This is an optimization exercise on Yosys and OpenROAD, whose aim is a short achievable clock period and few clock cycles, not a production implementation.
Only simulation tests tie the RTL to the original design; equivalence was not proved.
Power and IR drop assume default switching activity.

**flow/constraint.sdc**
```tcl
create_clock -name core_clock -period 12.0 [get_ports {clk}]
set_input_delay 2.4000 -clock core_clock [delete_from_list [all_inputs] [get_ports {clk}]]
set_output_delay 2.4000 -clock core_clock [all_outputs]
set_load 0.01 [all_outputs]
```
**flow/standard.sh**
```bash
#!/bin/bash
# synth_recipe.tcl (not shown) runs the flow's synth.tcl, then flattens the netlist and writes it again
# the make line also repeats each setting of config.mk as NAME=value (left out here)
make -C /OpenROAD-flow-scripts/flow DESIGN_CONFIG=/design/flow/config.mk WORK_HOME=/design/flow/orfs CLKGATE_MAP_FILE= SYNTH_SCRIPT=/design/flow/synth_recipe.tcl "${@:-finish}"
```
**flow/design.v**
```verilog
module pm2_cpu (
    input  wire        clk,
    input  wire        rst,           
    output reg         mem_req,
    output reg         mem_we,
    output reg         mem_word,
    output reg  [31:0] mem_addr,
    output reg  [31:0] mem_wdata,
    input  wire [31:0] mem_rdata,
    input  wire        mem_ready,
    output wire        halted
);
    localparam [7:0] OP_JMP  = 8'h08, OP_BEQ = 8'h10, OP_BNE = 8'h11,
                     OP_ADD  = 8'h58, OP_SUB = 8'h59, OP_MUL = 8'h5A,
                     OP_DIV  = 8'h5B, OP_AND = 8'h5C, OP_OR  = 8'h5D,
                     OP_XOR  = 8'h5E, OP_NOT = 8'h5F, OP_CMP = 8'h60,
                     OP_LD   = 8'h80, OP_LDB = 8'h81, OP_ST  = 8'h82,
                     OP_STB  = 8'h83, OP_LDC = 8'h90, OP_HALT = 8'hFF;
    localparam integer CAP   = 16;         
    localparam integer LB    = 128;        
    localparam integer AHEAD = 20;         
    localparam integer D_ADD = 0, D_SUB = 1, D_AND = 2, D_OR = 3, D_XOR = 4,
                       D_NOT = 5, D_MUL = 6, D_DIV = 7, D_CMP = 8, D_LDC = 9,
                       D_LD = 10, D_LDB = 11, D_ST = 12, D_STB = 13, D_JMP = 14,
                       D_BEQ = 15, D_BNE = 16, D_HALT = 17, D_RRR = 18, D_RR = 19,
                       D_RI = 20, D_W1 = 21, D_W3 = 22, D_W4 = 23, D_W5 = 24,
                       D_W6 = 25, DW = 26;
    function [DW-1:0] dec;
        input [7:0] op;
        reg rrr, rr, ri, t;
        begin
            dec = {DW{1'b0}};
            dec[D_ADD]  = (op == OP_ADD);
            dec[D_SUB]  = (op == OP_SUB);
            dec[D_AND]  = (op == OP_AND);
            dec[D_OR]   = (op == OP_OR);
            dec[D_XOR]  = (op == OP_XOR);
            dec[D_NOT]  = (op == OP_NOT);
            dec[D_MUL]  = (op == OP_MUL);
            dec[D_DIV]  = (op == OP_DIV);
            dec[D_CMP]  = (op == OP_CMP);
            dec[D_LDC]  = (op == OP_LDC);
            dec[D_LD]   = (op == OP_LD);
            dec[D_LDB]  = (op == OP_LDB);
            dec[D_ST]   = (op == OP_ST);
            dec[D_STB]  = (op == OP_STB);
            dec[D_JMP]  = (op == OP_JMP);
            dec[D_BEQ]  = (op == OP_BEQ);
            dec[D_BNE]  = (op == OP_BNE);
            dec[D_HALT] = (op == OP_HALT);
            rrr = (op[7:3] == 5'b01011);                     
            rrr = rrr && (op != OP_NOT);
            rr  = (op == OP_NOT) || (op == OP_CMP);
            ri  = (op == OP_LDC) || (op[7:2] == 6'b100000);   
            t   = (op == OP_JMP) || (op == OP_BEQ) || (op == OP_BNE);
            dec[D_RRR] = rrr;
            dec[D_RR]  = rr;
            dec[D_RI]  = ri;
            dec[D_W1]  = !(rrr || rr || ri || t);
            dec[D_W3]  = rr;
            dec[D_W4]  = rrr;
            dec[D_W5]  = t;
            dec[D_W6]  = ri;
        end
    endfunction
    reg [8*CAP-1:0] q;         
    reg [CAP-1:0]   qv;        
    reg [31:0] ip;             
    reg [31:0] faddr;          
    reg [63:0] lb [0:15];      
    reg [31:0] hi;             
    reg [7:0]  wc;
    reg [23:0] hm1, hp1;       
    reg [7:0]  bav;            
    reg [3:0]  rb;             
    reg [63:0] rr0, rr1, rr2;  
    reg        rvld;
    reg        halt_r;
    reg        zf;
    reg        sb_v;           
    reg        sb_word;
    reg [31:0] sb_addr, sb_data;
    reg [31:0] g [0:15];
    reg        wb_v;           
    reg [15:0] wb_oh;
    reg [31:0] wb_val;
    reg [DW-1:0] d;
    reg b1ok, b2ok, b3ok;                   
    reg tgt_lo;                             
    reg ld_ok;                              
    reg ldb_ok;                             
    reg [15:0] oh1, oh2, oh3;               
    reg        dbusy;
    reg [3:0]  ddest;          
    reg        dzown;          
    reg        ma_v, mb_v, mc_v;
    reg [3:0]  ma_d, mb_d, mc_d;
    reg        ma_z, mb_z, mc_z;
    reg [31:0] ma, mb;
    reg [31:0] mpp [0:4];      
    reg [31:0] mprod;
    reg [1:0]  dst;
    reg [31:0] da, dd;
    reg [5:0]  da_z, dd_z;     
    reg [35:0] dm3, dm5, dm7, dm9, dm11, dm13, dm15;     
    wire [35:0] dm [1:15];     
    reg [5:0]  dsh;
    reg        dlt, dz;
    reg [31:0] dr, dq;
    reg [3:0]  dcnt;
    assign halted = halt_r;
    wire d_add = d[D_ADD], d_sub = d[D_SUB], d_and = d[D_AND], d_or = d[D_OR],
         d_xor = d[D_XOR], d_not = d[D_NOT], d_mul = d[D_MUL], d_div = d[D_DIV],
         d_cmp = d[D_CMP], d_ldc = d[D_LDC], d_ld = d[D_LD], d_ldb = d[D_LDB],
         d_st = d[D_ST], d_stb = d[D_STB], d_jmp = d[D_JMP], d_beq = d[D_BEQ],
         d_bne = d[D_BNE], d_halt = d[D_HALT], d_rrr = d[D_RRR], d_rr = d[D_RR],
         d_ri = d[D_RI], w1 = d[D_W1], w3 = d[D_W3], w4 = d[D_W4], w5 = d[D_W5],
         w6 = d[D_W6];
    wire [7:0] b1 = q[15:8];
    wire [7:0] b2 = q[23:16];
    wire [7:0] b3 = q[31:24];
    wire [7:0] b4 = q[39:32];
    wire [7:0] b5 = q[47:40];
    wire [31:0] imm = {b2, b3, b4, b5};
    wire [31:0] tgt = {b1, b2, b3, b4};
    wire regs_ok = b1ok && (!(d_rrr || d_rr) || b2ok) && (!d_rrr || b3ok);
    wire complete = (w1 && qv[0]) || (w3 && qv[2]) || (w4 && qv[3]) ||
                    (w5 && qv[4]) || (w6 && qv[5]);
    wire taken   = (d_jmp && tgt_lo) || (d_beq && zf) || (d_bne && !zf);
    wire is_mem  = d_ld || d_ldb || d_st || d_stb;
    wire is_st   = d_st || d_stb;
    wire is_alu  = d_add || d_sub || d_and || d_or || d_xor || d_not;
    wire m_hz = (ma_v && (((d_rrr || d_rr || d_ri) && oh1[ma_d]) ||
                          ((d_rrr || d_rr) && oh2[ma_d]) || (d_rrr && oh3[ma_d]))) ||
                (mb_v && (((d_rrr || d_rr || d_ri) && oh1[mb_d]) ||
                          ((d_rrr || d_rr) && oh2[mb_d]) || (d_rrr && oh3[mb_d]))) ||
                (mc_v && (((d_rrr || d_rr || d_ri) && oh1[mc_d]) ||
                          ((d_rrr || d_rr) && oh2[mc_d]) || (d_rrr && oh3[mc_d])));
    wire mz = ma_z || mb_z || mc_z;
    wire mbusy = ma_v || mb_v || mc_v;
    wire d_hz = dbusy && (
        ((d_rrr || d_rr || d_ri) && oh1[ddest]) ||
        ((d_rrr || d_rr) && oh2[ddest]) ||
        (d_rrr && oh3[ddest]) || d_div);
    wire hazard = m_hz || d_hz ||
        ((d_beq || d_bne) && (mz || dzown)) ||
        ((mbusy || dbusy || sb_v) && (d_halt || (d_jmp && !tgt_lo))) ||
        (sb_v && (d_ld || d_ldb || taken));
    wire go = complete && !hazard;
    reg [31:0] g1, g2, g3;
    integer r;
    always @(*) begin
        g1 = 32'd0; g2 = 32'd0; g3 = 32'd0;
        for (r = 0; r < 16; r = r + 1) begin
            g2 = g2 | ({32{oh2[r]}} & g[r]);
            g3 = g3 | ({32{oh3[r]}} & g[r]);
            g1 = g1 | ({32{oh1[r]}} & g[r]);
        end
    end
    wire fw1 = wb_v && ((wb_oh & oh1) != 16'd0);
    wire fw2 = wb_v && ((wb_oh & oh2) != 16'd0);
    wire fw3 = wb_v && ((wb_oh & oh3) != 16'd0);
    wire [31:0] rs1 = fw2 ? wb_val : g2;
    wire [31:0] rs2 = fw3 ? wb_val : g3;
    wire [31:0] ra  = fw1 ? wb_val : g1;
    wire [31:0] r_add = rs1 + rs2;
    wire [31:0] r_sub = rs1 - rs2;
    wire [31:0] r_and = rs1 & rs2;
    wire [31:0] r_or  = rs1 | rs2;
    wire [31:0] r_xor = rs1 ^ rs2;
    wire [31:0] r_not = ~rs1;
    wire [31:0] alu = ({32{d_add}} & r_add) | ({32{d_sub}} & r_sub) |
                      ({32{d_and}} & r_and) | ({32{d_or}}  & r_or)  |
                      ({32{d_xor}} & r_xor) | ({32{d_not}} & r_not);
    wire z_add = (r_xor == {r_or[30:0], 1'b0});
    wire z_sub = (rs1 == rs2);
    wire z_log = (((d_and ? r_and : 32'd0) | (d_or ? r_or : 32'd0) |
                   (d_xor ? r_xor : 32'd0) | (d_not ? r_not : 32'd0)) == 32'd0);
    wire z_alu = d_add ? z_add : d_sub ? z_sub : z_log;
    wire want_f  = (bav < AHEAD);
    wire hd_bus  = (ld_ok && qv[5]) || (taken && qv[4]);    
    wire [31:0] hd_addr = ld_ok ? imm : tgt;
    always @(*) begin
        mem_req   = !halt_r && (sb_v || hd_bus || want_f);
        mem_we    = sb_v;
        mem_word  = sb_v ? sb_word : !(ldb_ok && qv[5]);
        mem_addr  = sb_v ? sb_addr : hd_bus ? hd_addr : hi;
        mem_wdata = sb_data;
    end
    wire do_fetch = !halt_r && !sb_v && !hd_bus && want_f;
    wire do_st    = go && is_st && regs_ok;
    wire m_go = go && regs_ok && d_mul;    
    wire d_go = go && regs_ok && d_div;
    function [63:0] csa;           
        input [31:0] x, y, z;
        reg [31:0] cy;
        begin
            cy = (x & y) | (x & z) | (y & z);
            csa = {cy[30:0], 1'b0, x ^ y ^ z};
        end
    endfunction
    reg [31:0] pr [0:31];
    reg [31:0] l1 [0:21];
    reg [31:0] l2 [0:14];
    reg [31:0] l3 [0:9];
    reg [31:0] l4 [0:6];
    reg [31:0] l5 [0:4];
    reg [31:0] m2 [0:3];
    reg [31:0] m3 [0:2];
    reg [63:0] t;
    integer u;
    always @(*) begin
        for (u = 0; u < 32; u = u + 1)
            pr[u] = mb[u] ? (ma << u) : 32'd0;
        for (u = 0; u < 10; u = u + 1) begin
            t = csa(pr[3*u], pr[3*u+1], pr[3*u+2]);
            l1[2*u] = t[31:0]; l1[2*u+1] = t[63:32];
        end
        l1[20] = pr[30]; l1[21] = pr[31];
        for (u = 0; u < 7; u = u + 1) begin
            t = csa(l1[3*u], l1[3*u+1], l1[3*u+2]);
            l2[2*u] = t[31:0]; l2[2*u+1] = t[63:32];
        end
        l2[14] = l1[21];
        for (u = 0; u < 5; u = u + 1) begin
            t = csa(l2[3*u], l2[3*u+1], l2[3*u+2]);
            l3[2*u] = t[31:0]; l3[2*u+1] = t[63:32];
        end
        for (u = 0; u < 3; u = u + 1) begin
            t = csa(l3[3*u], l3[3*u+1], l3[3*u+2]);
            l4[2*u] = t[31:0]; l4[2*u+1] = t[63:32];
        end
        l4[6] = l3[9];
        t = csa(l4[0], l4[1], l4[2]);    l5[0] = t[31:0]; l5[1] = t[63:32];
        t = csa(l4[3], l4[4], l4[5]);    l5[2] = t[31:0]; l5[3] = t[63:32];
        l5[4] = l4[6];
        t = csa(mpp[0], mpp[1], mpp[2]); m2[0] = t[31:0]; m2[1] = t[63:32];
        m2[2] = mpp[3]; m2[3] = mpp[4];
        t = csa(m2[0], m2[1], m2[2]);    m3[0] = t[31:0]; m3[1] = t[63:32];
        m3[2] = m2[3];
        t = csa(m3[0], m3[1], m3[2]);
    end
    wire [31:0] msum = t[31:0] + t[63:32];
    wire mul_wr = mc_v;
    function [5:0] clz32;              
        input [31:0] x;
        reg [15:0] x1;
        reg [7:0]  x2;
        reg [3:0]  x3;
        reg [1:0]  x4;
        reg z16, z8, z4, z2, z1;
        begin
            z16 = (x[31:16] == 16'd0); x1 = z16 ? x[15:0] : x[31:16];
            z8  = (x1[15:8] == 8'd0);  x2 = z8  ? x1[7:0] : x1[15:8];
            z4  = (x2[7:4] == 4'd0);   x3 = z4  ? x2[3:0] : x2[7:4];
            z2  = (x3[3:2] == 2'd0);   x4 = z2  ? x3[1:0] : x3[3:2];
            z1  = !x4[1];
            clz32 = (x == 32'd0) ? 6'd32 : {1'b0, z16, z8, z4, z2, z1};
        end
    endfunction
    wire [5:0] dn  = dd_z - da_z + 6'd1;                 
    wire [5:0] dns = dn + 6'd3;                          
    wire [35:0] d1 = {4'd0, dd};
    assign dm[1] = d1;           assign dm[2] = d1 << 1;       assign dm[3] = dm3;
    assign dm[4] = d1 << 2;      assign dm[5] = dm5;           assign dm[6] = dm3 << 1;
    assign dm[7] = dm7;          assign dm[8] = d1 << 3;       assign dm[9] = dm9;
    assign dm[10] = dm5 << 1;    assign dm[11] = dm11;         assign dm[12] = dm3 << 2;
    assign dm[13] = dm13;        assign dm[14] = dm7 << 1;     assign dm[15] = dm15;
    wire [35:0] dx = {dr, dq[31:28]};
    reg  [36:0] dt [1:15];
    reg  [31:0] dr_n;
    reg  [3:0]  dbits;
    integer e;
    always @(*) begin
        for (e = 1; e < 16; e = e + 1)
            dt[e] = {1'b0, dx} - {1'b0, dm[e]};
        dr_n  = dx[31:0];
        dbits = 4'd0;
        for (e = 1; e < 16; e = e + 1)
            if (!dt[e][36]) begin dr_n = dt[e][31:0]; dbits = e[3:0]; end
    end
    wire div_wr   = dbusy && (dst == 2'd3) && (dcnt == 4'd0);
    wire div_end  = div_wr || (dbusy && (dst == 2'd2) && dz);
    wire [CAP:0] cnt_oh;           
    genvar j, rv;
    generate
        for (j = 0; j <= CAP; j = j + 1) begin : g_oh
            if (j == 0)        assign cnt_oh[j] = !qv[0];
            else if (j == CAP) assign cnt_oh[j] = qv[CAP-1];
            else               assign cnt_oh[j] = qv[j-1] && !qv[j];
        end
    endgenerate
    wire         rsel = faddr[3] ^ rb[0];           
    wire [127:0] pair = rsel ? {rr2, rr1} : {rr1, rr0};
    wire [63:0]  lbr  = pair >> {faddr[2:0], 3'b000};
    wire [7:0]   lbv;              
    generate
        for (j = 0; j < 8; j = j + 1) begin : g_lbv
            assign lbv[j] = rvld && (bav > j);
        end
    endgenerate
    reg [8*CAP-1:0] fq;
    reg [CAP-1:0]   fv;
    reg [3:0]       napp;          
    integer p, k;
    always @(*) begin
        napp = 4'd0;
        for (p = 0; p < CAP; p = p + 1) begin
            fq[8*p +: 8] = qv[p] ? q[8*p +: 8] : 8'd0;
            fv[p] = qv[p];
            for (k = 0; k < 8; k = k + 1) begin
                if (p - k >= 0) begin
                    if (cnt_oh[p-k])
                        fq[8*p +: 8] = fq[8*p +: 8] | lbr[8*k +: 8];
                    if (cnt_oh[p-k] && lbv[k])
                        fv[p] = 1'b1;
                end
            end
        end
        for (p = 0; p <= CAP; p = p + 1)
            for (k = 0; k < 8; k = k + 1)
                if (cnt_oh[p] && lbv[k] && p + k < CAP)
                    napp = k + 1;
    end
    wire st_near = (imm[31:8] == hi[31:8]) || (imm[31:8] == hm1) || (imm[31:8] == hp1);
    wire halt_now = go && (d_halt || (d_jmp && !tgt_lo));
    wire [8:0]  t_d8  = {1'b0, hi[7:0]} - {1'b0, tgt[7:0]};
    wire [7:0]  t_off = t_d8[7:0];
    wire t_hit = (t_d8[8] ? (tgt[31:8] == hm1) : (tgt[31:8] == hi[31:8])) &&
                 (t_off >= 8'd4) && (t_off <= wc);
    wire t_hit8 = t_hit && (t_off >= 8'd8);
    wire [31:0] tgt4 = tgt + 32'd4;
    wire [31:0] tgt8 = tgt + 32'd8;
    wire [31:0] ip6  = ip + 32'd6;
    wire [31:0] hi4  = hi + 32'd4;
    wire tk_spec = taken && qv[4];
    wire [3:0] tr0 = tgt4[6:3];
    wire [3:0] fr0 = tk_spec ? tr0 : faddr[6:3], fr1 = fr0 + 4'd1, fr2 = fr0 + 4'd2;
    wire [63:0] frow0 = lb[fr0], frow1 = lb[fr1], frow2 = lb[fr2];
    wire [127:0] tpair = {frow1, frow0};
    wire [31:0] tb4 = tpair >> {tgt4[2:0], 3'b000};    
    reg [63:0] fb0, fb1, fb2;      
    reg [7:0]  fm0, fm1, fm2;      
    reg [6:0]  ba;
    integer c, b;
    always @(*) begin
        for (c = 0; c < 8; c = c + 1) begin
            fm0[c] = 1'b0; fm1[c] = 1'b0; fm2[c] = 1'b0;
            fb0[8*c +: 8] = mem_rdata[31:24];
            fb1[8*c +: 8] = mem_rdata[31:24];
            fb2[8*c +: 8] = mem_rdata[31:24];
            for (b = 0; b < 4; b = b + 1) begin
                ba = hi[6:0] + b;
                if (ba == {fr0, c[2:0]}) begin fm0[c] = 1'b1; fb0[8*c +: 8] = mem_rdata[31-8*b -: 8]; end
                if (ba == {fr1, c[2:0]}) begin fm1[c] = 1'b1; fb1[8*c +: 8] = mem_rdata[31-8*b -: 8]; end
                if (ba == {fr2, c[2:0]}) begin fm2[c] = 1'b1; fb2[8*c +: 8] = mem_rdata[31-8*b -: 8]; end
            end
        end
    end
    wire [2:0] wstep = {w4 || w5 || w6, w6 || w3, w1 || w3 || w5};
    generate
        for (rv = 0; rv < 1; rv = rv + 1) begin : ns
            wire rdy = mem_ready;
            wire retire = go && (is_mem && regs_ok ? (rdy || (is_st && !sb_v)) :
                                 taken ? rdy : 1'b1);
            wire redir  = go && taken && rdy;
            wire fx     = do_fetch && rdy;
            wire flush  = (retire && is_st && regs_ok && st_near) || halt_now;
            wire s1 = retire && w1, s3 = retire && w3, s4 = retire && w4,
                 s5 = retire && w5, s6 = retire && w6, s0 = !retire;
            reg [8*CAP-1:0] nq;
            reg [CAP-1:0]   nv;
            integer pp;
            always @(*) begin
                for (pp = 0; pp < CAP; pp = pp + 1) begin
                    nq[8*pp +: 8] = ({8{s0}} & fq[8*pp +: 8]) |
                                    ({8{s1 && pp+1 < CAP}} & fq[8*((pp+1) % CAP) +: 8]) |
                                    ({8{s3 && pp+3 < CAP}} & fq[8*((pp+3) % CAP) +: 8]) |
                                    ({8{s4 && pp+4 < CAP}} & fq[8*((pp+4) % CAP) +: 8]) |
                                    ({8{s5 && pp+5 < CAP}} & fq[8*((pp+5) % CAP) +: 8]) |
                                    ({8{s6 && pp+6 < CAP}} & fq[8*((pp+6) % CAP) +: 8]);
                    nv[pp] = (s0 && fv[pp]) ||
                             (s1 && pp+1 < CAP && fv[(pp+1) % CAP]) ||
                             (s3 && pp+3 < CAP && fv[(pp+3) % CAP]) ||
                             (s4 && pp+4 < CAP && fv[(pp+4) % CAP]) ||
                             (s5 && pp+5 < CAP && fv[(pp+5) % CAP]) ||
                             (s6 && pp+6 < CAP && fv[(pp+6) % CAP]);
                end
            end
            wire [8*CAP-1:0] q_n = redir ?
                {{(8*CAP-64){1'b0}}, tb4, mem_rdata[7:0], mem_rdata[15:8], mem_rdata[23:16], mem_rdata[31:24]} : nq;
            wire [CAP-1:0] qv_n = redir ? {{(CAP-8){1'b0}}, {4{t_hit8}}, 4'b1111} :
                                  flush ? {CAP{1'b0}} : nv;
            wire [DW-1:0] d_n = redir ? dec(mem_rdata[31:24]) : dec(nq[7:0]);
            wire [31:0] ip_n    = redir ? tgt : retire ? ip + {29'd0, wstep} : ip;
            wire [31:0] faddr_n = redir ? (t_hit8 ? tgt8 : tgt4) : flush ? ip + 32'd6 : faddr + {28'd0, napp};
            wire [7:0]  bav_n   = redir ? (t_hit8 ? t_off - 8'd8 : t_hit ? t_off - 8'd4 : 8'd0) :
                                  flush ? 8'd0 :
                                  bav - {4'd0, napp} + (fx ? 8'd4 : 8'd0);
            wire [31:0] hi_n    = redir ? (t_hit ? hi : tgt4) :
                                  flush ? ip + 32'd6 : fx ? hi + 32'd4 : hi;
            wire [23:0] hm1_n   = redir ? (t_hit ? hm1 : tgt4[31:8] - 24'd1) :
                                  flush ? ip6[31:8] - 24'd1 : fx ? hi4[31:8] - 24'd1 : hm1;
            wire [23:0] hp1_n   = redir ? (t_hit ? hp1 : tgt4[31:8] + 24'd1) :
                                  flush ? ip6[31:8] + 24'd1 : fx ? hi4[31:8] + 24'd1 : hp1;
            wire [7:0]  wc_n    = redir ? (t_hit ? wc : 8'd4) :
                                  flush ? 8'd0 :
                                  fx ? ((wc > LB - 8) ? LB - 4 : wc + 8'd4) : wc;
            wire        sb_v_n  = (retire && do_st) ? 1'b1 : rdy ? 1'b0 : sb_v;
            wire        st_take = retire && do_st;
            wire        h_wr    = go && regs_ok && (is_alu || d_ldc || ((d_ld || d_ldb) && rdy));
            wire [3:0]  rb_n    = flush ? faddr_n[6:3] : fr0;
            wire        rvld_n  = redir || !tk_spec;
            wire [63:0] rr0_n   = merge(frow0, fb0, fm0);
            wire [63:0] rr1_n   = merge(frow1, fb1, fm1);
            wire [63:0] rr2_n   = merge(frow2, fb2, fm2);
        end
    endgenerate
    function [63:0] merge;
        input [63:0] old, nw;
        input [7:0]  m;
        integer e;
        begin
            for (e = 0; e < 8; e = e + 1)
                merge[8*e +: 8] = m[e] ? nw[8*e +: 8] : old[8*e +: 8];
        end
    endfunction
    wire [31:0] h_other = d_ldc ? imm :
                          d_ld  ? mem_rdata : {24'd0, mem_rdata[7:0]};
    wire [31:0] h_wd = is_alu ? alu : h_other;
    wire h_z = go && regs_ok && (is_alu || d_cmp);       
    wire h_wr = ns[0].h_wr;
    wire fetch_x = do_fetch && mem_ready;
    wire [8*CAP-1:0] q_n = ns[0].q_n;
    integer i;
    always @(posedge clk) begin
        if (rst) begin
            qv     <= {CAP{1'b0}};
            ip     <= 32'd0;
            faddr  <= 32'd0;
            hi     <= 32'd0;
            hm1    <= 24'hFF_FFFF;
            hp1    <= 24'd1;
            wc     <= 8'd0;
            bav    <= 8'd0;
            rb     <= 4'd0;
            rvld   <= 1'b0;
            halt_r <= 1'b0;
            zf     <= 1'b0;
            sb_v   <= 1'b0;
            wb_v   <= 1'b0;
            dbusy  <= 1'b0;
            dzown  <= 1'b0;
            ma_v   <= 1'b0;
            mb_v   <= 1'b0;
            mc_v   <= 1'b0;
            ma_z   <= 1'b0;
            mb_z   <= 1'b0;
            mc_z   <= 1'b0;
            dst    <= 2'd0;
            for (i = 0; i < 16; i = i + 1)
                g[i] <= 32'd0;
        end else begin
            qv    <= ns[0].qv_n;
            ip    <= ns[0].ip_n;
            faddr <= ns[0].faddr_n;
            bav   <= ns[0].bav_n;
            hi    <= ns[0].hi_n;
            hm1   <= ns[0].hm1_n;
            hp1   <= ns[0].hp1_n;
            wc    <= ns[0].wc_n;
            rb    <= ns[0].rb_n;
            rvld  <= ns[0].rvld_n;
            sb_v  <= ns[0].sb_v_n;
            if (halt_now)
                halt_r <= 1'b1;
            wb_v <= h_wr;
            for (i = 0; i < 16; i = i + 1) begin
                if (wb_v && wb_oh[i])
                    g[i] <= wb_val;
                else if (mul_wr && mc_d == i)
                    g[i] <= mprod;
                else if (div_wr && ddest == i)
                    g[i] <= dq;
            end
            if (h_z)
                zf <= d_cmp ? (ra == rs1) : z_alu;
            else if (mul_wr && mc_z)
                zf <= (mprod == 32'd0);
            else if (div_wr && dzown)
                zf <= (dq == 32'd0);
            ma_v <= m_go;
            mb_v <= ma_v;
            mc_v <= mb_v;
            if (d_go) begin
                dbusy <= 1'b1;
                dst   <= 2'd1;
            end else begin
                if (div_end)
                    dbusy <= 1'b0;
                case (dst)
                    2'd0: ;
                    2'd1: dst <= 2'd2;
                    2'd2: dst <= dz ? 2'd0 : 2'd3;
                    default: if (dcnt == 4'd0) dst <= 2'd0;
                endcase
            end
            if (m_go) begin
                ma_z <= 1'b1; mb_z <= 1'b0; mc_z <= 1'b0; dzown <= 1'b0;
            end else if (d_go && rs2 != 32'd0) begin
                ma_z <= 1'b0; mb_z <= 1'b0; mc_z <= 1'b0; dzown <= 1'b1;
            end else begin
                ma_z <= 1'b0;
                mb_z <= ma_z && !h_z;
                mc_z <= mb_z && !h_z;
                if (h_z || div_end) dzown <= 1'b0;
            end
        end
        wb_oh  <= oh1;
        wb_val <= h_wd;
        if (ns[0].st_take) begin
            sb_addr <= imm;
            sb_word <= d_st;
            sb_data <= d_st ? ra : {24'd0, ra[7:0]};
        end
        for (i = 0; i < 4; i = i + 1)
            lb[(hi[6:0] + i) >> 3][8*((hi[2:0] + i) % 8) +: 8] <= mem_rdata[31-8*i -: 8];
        rr0 <= ns[0].rr0_n;
        rr1 <= ns[0].rr1_n;
        rr2 <= ns[0].rr2_n;
        q <= q_n;
        d <= ns[0].d_n;
        b1ok   <= (q_n[15:12] == 4'd0);
        b2ok   <= (q_n[23:20] == 4'd0);
        b3ok   <= (q_n[31:28] == 4'd0);
        tgt_lo <= (q_n[15:8] == 8'd0);
        ld_ok  <= (ns[0].d_n[D_LD] || ns[0].d_n[D_LDB]) && (q_n[15:12] == 4'd0);
        ldb_ok <= ns[0].d_n[D_LDB] && (q_n[15:12] == 4'd0);
        oh1 <= 16'd1 << q_n[11:8];
        oh2 <= 16'd1 << q_n[19:16];
        oh3 <= 16'd1 << q_n[27:24];
        if (m_go) begin
            ma_d <= b1[3:0];
            ma <= rs1;
            mb <= rs2;
        end
        mb_d <= ma_d;
        mc_d <= mb_d;
        if (d_go) begin
            ddest <= b1[3:0];
            da <= rs1;
            dd <= rs2;
            da_z <= clz32(rs1);
            dd_z <= clz32(rs2);
        end
        for (i = 0; i < 5; i = i + 1)
            mpp[i] <= l5[i];
        mprod <= msum;
        if (dst == 2'd1) begin
            dm3  <= d1 + (d1 << 1);
            dm5  <= d1 + (d1 << 2);
            dm7  <= (d1 << 3) - d1;
            dm9  <= (d1 << 3) + d1;
            dm15 <= (d1 << 4) - d1;
            dz  <= (dd == 32'd0);
            dlt <= (da < dd);
            dsh <= {dns[5:2], 2'b00};
        end
        if (dst == 2'd2) begin
            dm11 <= (d1 << 3) + dm3;
            dm13 <= (d1 << 4) - dm3;
            dr   <= dlt ? 32'd0 : (da >> dsh);
            dq   <= dlt ? 32'd0 : (da << (6'd32 - dsh));
            dcnt <= dlt ? 4'd0 : dsh[5:2];
        end
        if (dst == 2'd3 && dcnt != 4'd0) begin
            dr   <= dr_n;
            dq   <= {dq[27:0], dbits};
            dcnt <= dcnt - 4'd1;
        end
    end
endmodule
```
**flow/flow/run.sh**
```bash
#!/bin/bash
set -euo pipefail
bash standard.sh SETUP_SLACK_MARGIN=8 TNS_END_PERCENT=5 finish > make.log 2>&1
```
**flow/config.mk**
```make
export PLATFORM = sky130hd
export DESIGN_NAME = pm2_cpu
export DESIGN_NICKNAME = pm2_cpu
export VERILOG_FILES = /design/flow/design.v
export SDC_FILE = /design/flow/constraint.sdc
export NUM_CORES = 4
export LEC_CHECK = 0
export CAP_MARGIN = 20
export CELL_PAD_IN_SITES_DETAIL_PLACEMENT = 1
export CELL_PAD_IN_SITES_GLOBAL_PLACEMENT = 1
export CORE_MARGIN = 2
export CORE_UTILIZATION = 40
export SLEW_MARGIN = 20
```
==> flow_summary_export.csv <==
group,metric,value,unit
logic_synthesis,synthTopCellsByArea,"edfxtp_1 18%, dfxtp_1 9.8%, nand2_1 6.5%",
routing,drt_iter0_drc,41600,
pwr,peakVddDrop,194,uV
hold_path,hp-class,"reg -> reg",
sta,period_needed,6.28,ns
logic_synthesis,synth_edf_count,1551,
logic_synthesis,synth_most_common_cell,"nand2_1",
clock_network,cts_tree,"done",
logic_synthesis,synth_warnings,12,
logic_synthesis,synth_cells,30900,
sta,fmax,0.159,GHz
run_status,status,"finished clean",
worst_setup_path,reg2regPathDepth,31,
routing,drtAntennaViolNets,0,
routing,vias,282000,
routing,wl_per_cell,41.5,um
clock_network,insertion_delay,1.14,ns
worst_setup_path,endpoint,"wb_val[16]$_DFF_P_",
clock_network,numCtsBuffers,373,
sta,relSlewSlack,9.31,%
sta,rsz0062_at_grt,"true",
clock_network,clkSinkCount,2789,
pwr,power.leakage,112,nW
placed_design,dpl.hpwl,1100000,um
logic_synthesis,ys_ff_latch,2789,
routing,drt_wl_total,1630000,um
pwr,p_switching,30.2,mW
routing,drt_first_pass_iters,14,
routing,drcViolationCount,0,
sta,period_share,52.3,%
worst_setup_path,cp-startpoint,"oh3[0]$_SDFF_PP0_",
worst_setup_path,cp-start-kind,"flop",
logic_synthesis,synth_flop_cell,"edfxtp_1",
global_routing,busiest_layer,"met2",
floorplanning,initial_core_util,40.1,%
sta,tightest_slew,1.36,ns
pwr,seqPwrFrac,22.2,%
flow_run,cap_violations,0,
placed_design,place_congestion,1.03,
clock_network,htreeDepth,5,
floorplanning,num_rows,292,
sta,tns,0,ns
pwr,power_frac_clock,19.7,%
worst_setup_path,crit_required,13.02,ns
global_routing,met3_usage,16.8,%
finish,nets,32100,
logic_synthesis,synth_area,0.253,mm2
global_routing,gr-usage-met1,59.5,%
pwr,powerDensity,202,mW/mm2
pwr,power_report.internal_total,29.7,mW
global_routing,grt_max_degree,158,
sta,final_max_slew_viol_count,0,
worst_setup_path,reg2reg_slack,5.72,ns
floorplanning,die_y,799,um
routing,vias_per_cell,7.18,
global_routing,track_usage,48.9,%
sta,fin_ws,5.72,ns
floorplanning,core-area,0.631,mm2
worst_setup_path,cpPeakStageDelay,0.86,ns
sta,finalSetupViolations,0,
floorplanning,dieArea,0.639,mm2
global_routing,met2_usage,69.9,%
floorplanning,die_w,799,um
placed_design,pre_cts_slack,4.40,ns
global_routing,grt_overflow,0,
logic_synthesis,async_flop_share,0,%
worst_setup_path,arrival,7.30,ns
clock_network,clockBufferDepth,4,
logic_synthesis,synthTopCellsByCount,"4,349 x nand2_1, 2,771 x o21ai_0, 2,516 x nor2_1",
logic_synthesis,yosysSeqAreaShare,28.2,%
finish,finalInstanceArea,0.296,mm2
worst_setup_path,setup.worst_path.end_class,"flop",
clock_network,path_clk_slew,0.06,ns
logic_synthesis,synth_top_area_cell,"edfxtp_1",
worst_setup_path,critical_path_class,"reg -> reg",
worst_setup_path,crit_top_cell,"buf_6",
placed_design,dpl_cell_area,0.263,mm2
logic_synthesis,synth_cell_types,91,
worst_setup_path,worst_path_max_delay_cell,"nand4_1",
clock_network,root_buffer,"clkbuf_16",
logic_synthesis,synth_top_area_share,18.4,%
finish,drive_above_1_share,15.1,%
worst_setup_path,path_max_fanout,5,
sta,skew,0.143,ns
global_routing,grt_pass1_vias,268000,
global_routing,antenna_found_initial,157,
worst_setup_path,r2r-start,"oh3[0]$_SDFF_PP0_",
pwr,switching_share,50.5,%
worst_setup_path,reg2reg_to,"wb_val[16]$_DFF_P_",
finish,area_growth_syn_to_layout,17.1,%
placed_design,io_buffers,102,
global_routing,grt_pass1_wl,2220000,um
clock_network,postCtsHoldBufs,0,
pwr,combPwrFrac,58.1,%
floorplanning,pin_count,103,
sta,hold_viol_final,0,
logic_synthesis,syn_nets,32400,
logic_synthesis,avgSynthCellArea,8.18,um2
[power by group through the flow]
| stage | clock network, mW | registers, mW | logic (mW) |
|---|---|---|---|
| 4_1_cts | 11.8 | 13.1 | 31.7 |
| 3_3_place_gp | 0 | 13.3 | 27.3 |
| 6_report | 11.8 | 13.3 | 34.8 |
| 2_1_floorplan | 0 | 12.0 | 16.4 |
| 5_1_grt | 12.1 | 13.2 | 35.0 |
| 3_5_place_dp | 0 | 13.3 | 27.6 |
[what timing repair did]
action | CTS | global route
gates cloned | 140 | 1
resized for setup | 1939 | 382
setup endpoints to repair | 3291 | 3217
pin swaps | 410 | 134
setup buffers | 739 | 167
[sequential cells by signal, indices dropped and copies added (netlist names), 33 cells and up]
name  count
dm7      33
dm15     35
dm5      33
dm9      35
rr2      56
rr1      64
q       128
mpp      86
dm13     36
dm11     35
rr0      64
lb     1024
dm3      33
g       512
[worst min-delay path by stage]
stage | slack [ns] | cells after the start | start | end
global route | 0.34 | 0 | mpp[0][3]$_DFF_P_ | mprod[3]$_DFF_P_
finish | 0.33 | 0 | mpp[0][3]$_DFF_P_ | mprod[3]$_DFF_P_
CTS | 0.33 | 0 | mpp[0][3]$_DFF_P_ | mprod[3]$_DFF_P_
global placement | 0.31 | 0 | mpp[0][3]$_DFF_P_ | mprod[3]$_DFF_P_
detailed placement | 0.31 | 0 | mpp[0][3]$_DFF_P_ | mprod[3]$_DFF_P_
floorplan | 0.31 | 0 | mpp[0][0]$_SDFF_PN0_ | mprod[0]$_DFF_P_
[layer usage]
metal  vias up  part of all wire (%)
met5         -                 0.090
met2     20800                    40
li1     114000                     -
met1    141000                    37
met4        97                    10
met3      6511                    13
[cells by family (layout without fill, tap and decap cells)]
kind of cell	Yosys count	after routing	share of synthesized area [%]
AOI/OAI and AO/OA	9917	9918	25.8
and+or+nand+nor	9696	9702	16.8
buffers and inverters	3893	3805	5.79
DFF	2789	2789	28.2
muxes	2111	2111	11.2
adders and majority gates	1488	1488	8.66
xor gates and xnor gates	1032	1032	3.57
other	0	113	0
[through the flow]
stage / power (mW) / hold slack (ns) / cells / utilization [%]
2_1_floorplan: 28.4 / 0.310 / 30900 / -
3_3_place_gp: 40.6 / 0.313 / 37500 / 41.6
3_5_place_dp: 40.9 / 0.314 / 37500 / 41.7
4_1_cts: 56.6 / 0.327 / 39000 / 46.4
5_1_grt: 60.3 / 0.335 / 39200 / 46.9
6_report: 59.9 / 0.326 / 39300 / 46.9
[worst max-delay path, delay by kind of cell, from the launching register on]
kind,cells,cell delay [ns]
adders and majority gates,2,0.58
DFF,1,0.38
and+or+nand+nor,3,1.05
AOI/OAI and AO/OA,9,2.17
muxes,1,0.50
buffers and inverters,16,1.49
[area by class of cell]
class	count	area (um2)
diodes	113	283
fillers	72600	335000
clock inverters	176	1800
clock buffers	513	10400
multi-input cells	24300	175000
repair buffers	2119	22900
flip-flops and latches	2789	71500
inverters	993	3920
well taps	8379	10500
repair inverters	4	37.5
[cells in the final DEF, fill, tap and decap left out, drive strengths merged, types with 126 or more instances in the layout]
cell type and instances:
a22o 391, xor2 360, a21oi 1694, o211ai 1609, nor3 316, a221oi 480, nand2b 220, o21ai 2777
a222oi 171, edfxtp 1551, o21a 214, a21o 229, buf 2006, xnor2 672, nand3 708, and3 167
mux4 561, mux2i 1499, clkbuf 515, fa 437, and2 609, nand4 267, a22oi 506, a211oi 879
nor2b 173, a31oi 144, clkinv 126, nor2 2519, dfxtp 1238, inv 982, ha 1051, nand2 4349
Testbench counts, summed over its fixed seeds: cycles 32,795.

separate check: timing with driven ports:
In the flow no input, the clock included, has a driving cell. The finished layout below was timed again as built, in two steps. Step 1 (the two cells are an assumption about what drives the block):
set clk [get_ports {clk}]
set_driving_cell -lib_cell sky130_fd_sc_hd__clkbuf_16 $clk
set_driving_cell -lib_cell sky130_fd_sc_hd__buf_2 [delete_from_list [all_inputs] $clk]
Step 2 also shifts input and output timing later by t, the mid clock arrival at the registers, as if the neighbouring blocks saw the same clock. Three values: no drivers, after step 1, after step 2; two values: the first two.
shift t [ns]: 1.244
setup slack, ns: 5.722 / 5.722 / 5.414
worst setup path at the end: input to register
worst register clock-pin slew, ns: 0.07 / 0.07
cell pins on the clock port's net: 1
After both steps setup and hold are still met in this run. For this run, drivers alone change the setup slack by 0.000 ns; drivers and shift together by -0.308 ns.
